From an optimization exercise on the open Yosys and OpenROAD flow, aimed at small area, a short achievable clock period and few clock cycles per item; shortcuts taken in it are not production practice. Where RTL was checked, it was by simulation tests only, not by an equivalence proof against the original. No activity file was given, so power comes from the tool's default toggle rates.

==> 11-22: inputs <==
==> flow/design.v <==
module qrle (
    input  wire        clk,
    input  wire        rst,
    input  wire        in_valid,
    output wire        in_ready,
    input  wire [31:0] in_x,
    input  wire [31:0] in_delta,
    input  wire        in_last,
    output wire        out_valid,
    input  wire        out_ready,
    output wire [7:0]  out_data,
    output wire        out_last
);
    localparam ST_IDLE = 2'd0;
    localparam ST_DIV  = 2'd1;
    localparam ST_FIN  = 2'd2;
    localparam ST_SHL  = 2'd3;
    localparam EM_NONE = 2'd0;
    localparam EM_RUN  = 2'd1;
    localparam EM_LIT  = 2'd2;
    reg [1:0]  st;
    reg        rdy;           
    reg [24:0] rem;           
    reg [23:0] dvs;           
    reg [9:0]  k;             
    reg [4:0]  j;             
    reg        seen;          
    reg        sgn;           
    reg        lastr;         
    reg        em2;           
    reg        lastb;         
    reg        g;             
    reg        e23;           
    reg [31:0] acc;           
    reg        finf;          
    reg [15:0] run;           
    reg        run_p, lit_p;  
    reg        run_last, lit_last;
    reg        lit_older;     
    reg [1:0]  em;            
    reg [2:0]  nb;            
    reg        ov, ol;
    reg [7:0]  od;
    assign out_valid = ov;
    assign out_data  = od;
    assign out_last  = ol;
    assign in_ready  = rdy;
    wire idle   = (st == ST_IDLE);
    wire accept = in_valid & rdy;
    wire [7:0]  ex = in_x[30:23];
    wire [7:0]  ed = in_delta[30:23];
    wire        x_zero = (in_x[30:0] == 31'd0);
    wire        x_e255 = &ex;
    wire        x_man  = |in_x[22:0];
    wire        d_zero = (in_delta[30:0] == 31'd0);
    wire        d_e255 = &ed;
    wire [9:0]  k0     = {2'b00, ex[7:1], ex[0] | ~|ex} - {2'b00, ed[7:1], ed[0] | ~|ed};
    wire        in_zero = x_zero;
    wire        in_nan  = (x_e255 & x_man) | d_e255;    
    wire        in_sat  = x_e255 | d_zero;
    wire [25:0] trial = {1'b0, rem} - {2'b00, dvs};
    wire        b     = ~trial[25];
    wire [24:0] rsel  = b ? trial[24:0] : rem;
    wire        knorm = ~dvs[23];
    wire k_neg  = k[9];
    wire k_ge31 = ~k[9] & (|k[8:5] | (&k[4:0]));
    wire k_m1   = (k == 10'h3FF);
    wire k_m2   = (k == 10'h3FE);
    wire k_le_m2 = k_neg & ~k_m1;
    wire k_z    = (k == 10'd0);
    wire j_23   = (j == 5'd23);
    wire j_24   = (j == 5'd24);
    wire [31:0] satv = sgn ? 32'h80000000 : 32'h7FFFFFFF;
    wire        stk   = |rem;
    wire        rbit  = g & (stk | lastb);
    wire        rinc  = finf | rbit;
    wire        fin_f = (st == ST_FIN) & e23 & rinc & ~finf;
    wire [31:0] acc_p1 = {acc[31:1], acc[0] | fin_f} + 32'd1;
    wire run_c1 = (run[15:7] == 9'd0) & (run[6:0] <= 7'd100);
    wire run_c2 = (run[15:8] == 8'd0);
    wire [2:0] run_cnt = run_c1 ? 3'd1 : run_c2 ? 3'd2 : 3'd3;
    wire a_s8  = (acc[31:8]  == {24{acc[31]}});       
    wire a_s16 = (acc[31:15] == {17{acc[31]}});
    wire a_s7  = (acc[31:7]  == {25{acc[31]}});       
    wire lit_c1 = a_s7 & (acc[31] ? (acc[6:0] > 7'd53) : (acc[6:0] < 7'd75));
    wire lit_c3 = a_s8 & acc[31] & (acc[7:0] != 8'd0) & ~lit_c1;    
    wire lit_c2 = a_s8 & ~acc[31] & ~lit_c1;                         
    wire lit_c4 = a_s16;
    wire [2:0] lit_cnt = lit_c1 ? 3'd1 : (lit_c2 | lit_c3) ? 3'd2 : lit_c4 ? 3'd3 : 3'd5;
    wire adv = ~ov | out_ready;
    wire em_idle   = (em == EM_NONE);
    wire start_lit = em_idle & lit_p & (lit_older | ~run_p);
    wire start_run = em_idle & run_p & ~(lit_p & lit_older);
    wire [1:0] cur_t = ~em_idle ? em : start_lit ? EM_LIT : start_run ? EM_RUN : EM_NONE;
    wire [2:0] cur_n = ~em_idle ? nb : start_lit ? lit_cnt : run_cnt;
    wire [7:0] lo8  = (lit_c1 | lit_c3) ? ((lit_c3 ? ~acc[7:0] : acc[7:0]) + (lit_c3 ? 8'd1 : 8'd180)) : acc[7:0];
    reg  [7:0] byte_n;
    always @(*) begin
        if (cur_t == EM_RUN) begin
            case (cur_n)
                3'd1:    byte_n = run[7:0];
                3'd2:    byte_n = run_c2 ? 8'd101 : run[15:8];
                default: byte_n = 8'd102;
            endcase
        end else begin
            case (cur_n)
                3'd1:    byte_n = lo8;
                3'd2:    byte_n = (lit_c2 | lit_c3) ? (lit_c2 ? 8'd103 : 8'd104) : acc[15:8];
                3'd3:    byte_n = lit_c4 ? 8'd105 : acc[23:16];
                3'd4:    byte_n = acc[31:24];
                default: byte_n = 8'd255;
            endcase
        end
    end
    wire load = adv & (cur_t != EM_NONE);
    wire run_done_now = load & (cur_t == EM_RUN) & (cur_n == 3'd1);
    wire stall = lit_p | (em == EM_LIT);
    reg  zero_ev, zero_last;      
    reg  post_run, post_lit;      
    reg  fin_now;                 
    reg  fin_cin;
    reg  [1:0] st_n;
    always @(*) begin
        zero_ev = 1'b0; zero_last = lastr;
        post_run = 1'b0; post_lit = 1'b0;
        fin_now = 1'b0; fin_cin = 1'b0;
        st_n = st;
        case (st)
            ST_IDLE: begin
                if (accept) begin
                    if (in_zero) begin
                        zero_ev = 1'b1; zero_last = in_last;
                    end else begin
                        st_n = ST_DIV;
                    end
                end
            end
            ST_DIV: begin
                if (~stall & ~knorm) begin
                    if (~seen) begin
                        if (b) begin
                            if (k_ge31) begin
                                post_run = 1'b1; post_lit = 1'b1; st_n = ST_IDLE;
                            end else if (k_m1) begin
                                post_run = 1'b1; post_lit = 1'b1; fin_now = 1'b1; fin_cin = ~sgn;
                                st_n = ST_IDLE;
                            end else if (k_le_m2 & ~k_m2) begin
                                zero_ev = 1'b1; st_n = ST_IDLE;
                            end else if (~k_m2) begin
                                post_run = 1'b1;
                            end
                        end else if (k_le_m2) begin
                            zero_ev = 1'b1; st_n = ST_IDLE;
                        end
                    end else if (j_24) begin
                        st_n = ST_FIN;
                    end else if (k_m1) begin
                        if (b) begin post_lit = 1'b1; fin_now = 1'b1; fin_cin = ~sgn; st_n = ST_IDLE; end
                    end else if (k_le_m2) begin
                        if (~b) begin
                            if (em2 & ~j_23) begin
                                zero_ev = 1'b1; st_n = ST_IDLE;
                            end else if (~em2) begin
                                post_lit = 1'b1; fin_now = 1'b1; fin_cin = sgn; st_n = ST_IDLE;
                            end
                        end else if (j_23 & em2) begin
                            post_run = 1'b1; post_lit = 1'b1; fin_now = 1'b1; fin_cin = ~sgn;
                            st_n = ST_IDLE;
                        end
                    end else if (k_z & j_23) begin
                        if (b) st_n = ST_FIN;
                    end
                end
            end
            ST_FIN: begin
                fin_now = 1'b1; fin_cin = rinc ^ sgn;
                if (em2 & ~rbit) begin
                    zero_ev = 1'b1; st_n = ST_IDLE;
                end else begin
                    post_run = em2;
                    if (~k_neg | (k_m1 & ~finf)) st_n = ST_SHL;
                    else begin post_lit = 1'b1; st_n = ST_IDLE; end
                end
            end
            default: begin  
                if ((acc[31] ^ acc[30]) | k_m1) begin post_lit = 1'b1; st_n = ST_IDLE; end
            end
        endcase
    end
    wire run_post = zero_ev ? (zero_last | (run == 16'hFFFE)) : (post_run & (run != 16'd0));
    reg  run_p_n, lit_p_n;
    reg  [1:0] em_n;
    always @(*) begin
        run_p_n = run_p;
        lit_p_n = lit_p;
        em_n    = em;
        if (adv) begin
            if (cur_t != EM_NONE) em_n = (cur_n == 3'd1) ? EM_NONE : cur_t;
            if (start_lit) lit_p_n = 1'b0;
            if (start_run) run_p_n = 1'b0;
        end
        if (run_post) run_p_n = 1'b1;
        if (post_lit) lit_p_n = 1'b1;
    end
    wire rdy_n = (st_n == ST_IDLE) & ~run_p_n & (em_n != EM_RUN);
    wire [15:0] run_inc = run + 16'd1;
    always @(posedge clk) begin
        if (rst) begin
            st <= ST_IDLE;
            rdy <= 1'b0;
            run <= 16'd0;
            run_p <= 1'b0; lit_p <= 1'b0; lit_older <= 1'b0;
            em <= EM_NONE; ov <= 1'b0;
        end else begin
            st  <= st_n;
            rdy <= rdy_n;
            run_p <= run_p_n;
            lit_p <= lit_p_n;
            em <= em_n;
            if (run_post) lit_older <= zero_ev & lit_p & ~(start_lit & adv);
            if (adv) ov <= (cur_t != EM_NONE);
            if (adv & run_done_now) run <= 16'd0;
            else if (zero_ev) run <= run_inc;
        end
    end
    always @(posedge clk) begin
        case (st)
            ST_IDLE: begin
                rem   <= {1'b0, |ex, in_x[22:0]};
                dvs   <= d_zero ? 24'h800000 : {|ed, in_delta[22:0]};
                k     <= in_nan ? -10'sd300 : in_sat ? 10'd300 : k0;
                sgn   <= in_x[31] ^ in_delta[31];
                lastr <= in_last;
                seen  <= 1'b0;
            end
            ST_DIV: begin
                if (~stall) begin
                    if (knorm) begin
                        dvs <= {dvs[22:0], 1'b0};
                        k   <= k + 10'd1;
                    end else begin
                        rem <= {rsel[23:0], 1'b0};
                        k   <= k - 10'd1;
                        if (~seen) begin
                            if (b) begin
                                seen  <= 1'b1;
                                j     <= 5'd1;
                                em2   <= k_m2;
                                lastb <= 1'b1;
                                finf  <= 1'b0;
                                if (k_ge31)     acc <= satv;
                                else if (k_m1)  acc <= {{31{sgn}}, 1'b1};
                                else if (k_neg) acc <= {32{sgn}};
                                else            acc <= {{31{sgn}}, ~sgn};
                            end
                        end else begin
                            j <= j + 5'd1;
                            if (~j_24) lastb <= b;
                            if (fin_now)                 acc <= fin_cin ? acc_p1 : acc;
                            else if (~j_24 & ~k_neg)     acc <= {acc[30:0], b ^ sgn};
                            if (j_24) begin
                                g   <= b;
                                e23 <= k_m1;
                            end
                            if (k_z & j_23 & b) begin
                                finf <= 1'b1;
                                e23  <= 1'b1;
                            end
                        end
                    end
                end
            end
            ST_FIN: begin
                acc <= fin_cin ? acc_p1 : {acc[31:1], acc[0] & ~fin_f};
            end
            default: begin  
                if (acc[31] ^ acc[30]) acc <= satv;
                else begin
                    acc <= {acc[30:0], 1'b0};
                    k   <= k - 10'd1;
                end
            end
        endcase
        if (run_post) run_last <= zero_ev & zero_last;
        if (post_lit) lit_last <= lastr;
        if (adv & (cur_t != EM_NONE)) begin
            od <= byte_n;
            ol <= (cur_n == 3'd1) & ((cur_t == EM_RUN) ? run_last : lit_last);
            nb <= cur_n - 3'd1;
        end
    end
endmodule
==> flow/run.sh <==
#!/bin/bash
# synth_recipe.tcl (not shown) runs the flow's synth.tcl, then flattens the netlist and writes it again
# the make line also repeats each setting of config.mk as NAME=value (left out here)
make -C /OpenROAD-flow-scripts/flow DESIGN_CONFIG=/design/flow/config.mk WORK_HOME=/design/flow/orfs CLKGATE_MAP_FILE= SYNTH_SCRIPT=/design/flow/synth_recipe.tcl finish
==> flow/config.mk <==
export PLATFORM = sky130hd
export DESIGN_NAME = qrle
export DESIGN_NICKNAME = qrle
export VERILOG_FILES = /design/flow/design.v
export SDC_FILE = /design/flow/constraint.sdc
export NUM_CORES = 4
export LEC_CHECK = 0
export CAP_MARGIN = 20
export CORE_MARGIN = 2
export CORE_UTILIZATION = 40
export SLEW_MARGIN = 20
==> flow/constraint.sdc <==
create_clock -name core_clock -period 16.0 [get_ports {clk}]
set_input_delay 3.2000 -clock core_clock [delete_from_list [all_inputs] [get_ports {clk}]]
set_output_delay 3.2000 -clock core_clock [all_outputs]
set_load 0.01 [all_outputs]
==> inputs of 01-20, as changes to 11-22 <==
--- a/flow/design.v
+++ b/flow/design.v
@@ -34,4 +34,5 @@
     reg [31:0] acc;           
     reg        finf;          
+    reg        zacc, zlast;   
     reg [15:0] run;           
     reg        run_p, lit_p;  
@@ -55,5 +56,5 @@
     wire        d_zero = (in_delta[30:0] == 31'd0);
     wire        d_e255 = &ed;
-    wire [9:0]  k0     = {2'b00, ex[7:1], ex[0] | ~|ex} - {2'b00, ed[7:1], ed[0] | ~|ed};
+    wire [9:0]  k0     = {2'b00, ex} - {2'b00, ed};
     wire        in_zero = x_zero;
     wire        in_nan  = (x_e255 & x_man) | d_e255;    
@@ -128,11 +129,8 @@
         case (st)
             ST_IDLE: begin
-                if (accept) begin
-                    if (in_zero) begin
-                        zero_ev = 1'b1; zero_last = in_last;
-                    end else begin
-                        st_n = ST_DIV;
-                    end
-                end
+                if (zacc) begin
+                    zero_ev = 1'b1; zero_last = zlast;
+                end
+                if (accept & ~in_zero) st_n = ST_DIV;
             end
             ST_DIV: begin
@@ -203,5 +201,6 @@
         if (post_lit) lit_p_n = 1'b1;
     end
-    wire rdy_n = (st_n == ST_IDLE) & ~run_p_n & (em_n != EM_RUN);
+    wire chunk_next = zacc ? (run == 16'hFFFD) : (run == 16'hFFFE);
+    wire rdy_n = (st_n == ST_IDLE) & ~run_p_n & (em_n != EM_RUN) & ~(accept & (in_last | chunk_next));
     wire [15:0] run_inc = run + 16'd1;
     always @(posedge clk) begin
@@ -212,7 +211,9 @@
             run_p <= 1'b0; lit_p <= 1'b0; lit_older <= 1'b0;
             em <= EM_NONE; ov <= 1'b0;
+            zacc <= 1'b0;
         end else begin
             st  <= st_n;
             rdy <= rdy_n;
+            zacc <= accept & in_zero;
             run_p <= run_p_n;
             lit_p <= lit_p_n;
@@ -227,6 +228,7 @@
         case (st)
             ST_IDLE: begin
-                rem   <= {1'b0, |ex, in_x[22:0]};
-                dvs   <= d_zero ? 24'h800000 : {|ed, in_delta[22:0]};
+                rem   <= (ex == 8'd0) ? {1'b0, in_x[22:0], 1'b0} : {2'b01, in_x[22:0]};
+                dvs   <= d_zero ? 24'h800000 : (ed == 8'd0) ? {in_delta[22:0], 1'b0} : {1'b1, in_delta[22:0]};
+                zlast <= in_last;
                 k     <= in_nan ? -10'sd300 : in_sat ? 10'd300 : k0;
                 sgn   <= in_x[31] ^ in_delta[31];
==> notes <==
- In 01-20 the sequential power is higher than in 11-22, by about 3.2%.
- Combinational power: 01-20 is higher than 11-22 (about 0.8%).
- Against 01-20, the die area of 11-22 is lower by 3.8%.
- Against 11-22, the worst setup slack of 01-20 is better by 570 ps.
Testbench counts of 11-22, summed over its fixed seeds: cycles 23,019, samples 7,072.
The RTL of 01-20 was laid out without a check of its function.

==> afterwards: timing with drivers on the ports <==
How much do the figures lean on ideal ports? The routed layouts below were timed once more, with nothing changed but the port constraints. Step 1 sets driving cells, clkbuf_16 on the clock port and buf_2 on the other inputs (assumed; they add their load-dependent delay and slew). Step 2 also shifts input and output timing later by t, the mid clock arrival at the registers, as if the neighbouring blocks saw the same clock. Slacks: ideal / step 1 / step 2; pairs: ideal / step 1.
| run | shift t [ns] | setup slack, ns | worst data-port slew with drivers (ns) | pins driven straight from the clock port |
|---|---|---|---|---|
| 11-22 | 0.482 | 9.743 / 9.774 / 9.292 | 0.05 | 1 |
| 01-20 | 0.502 | 10.316 / 10.316 / 10.099 | 0.04 | 1 |
After both steps setup and hold are still met in every run listed. The setup slack of 11-22, which loses most, moves by +0.031 ns with the drivers and by -0.451 ns with both steps.
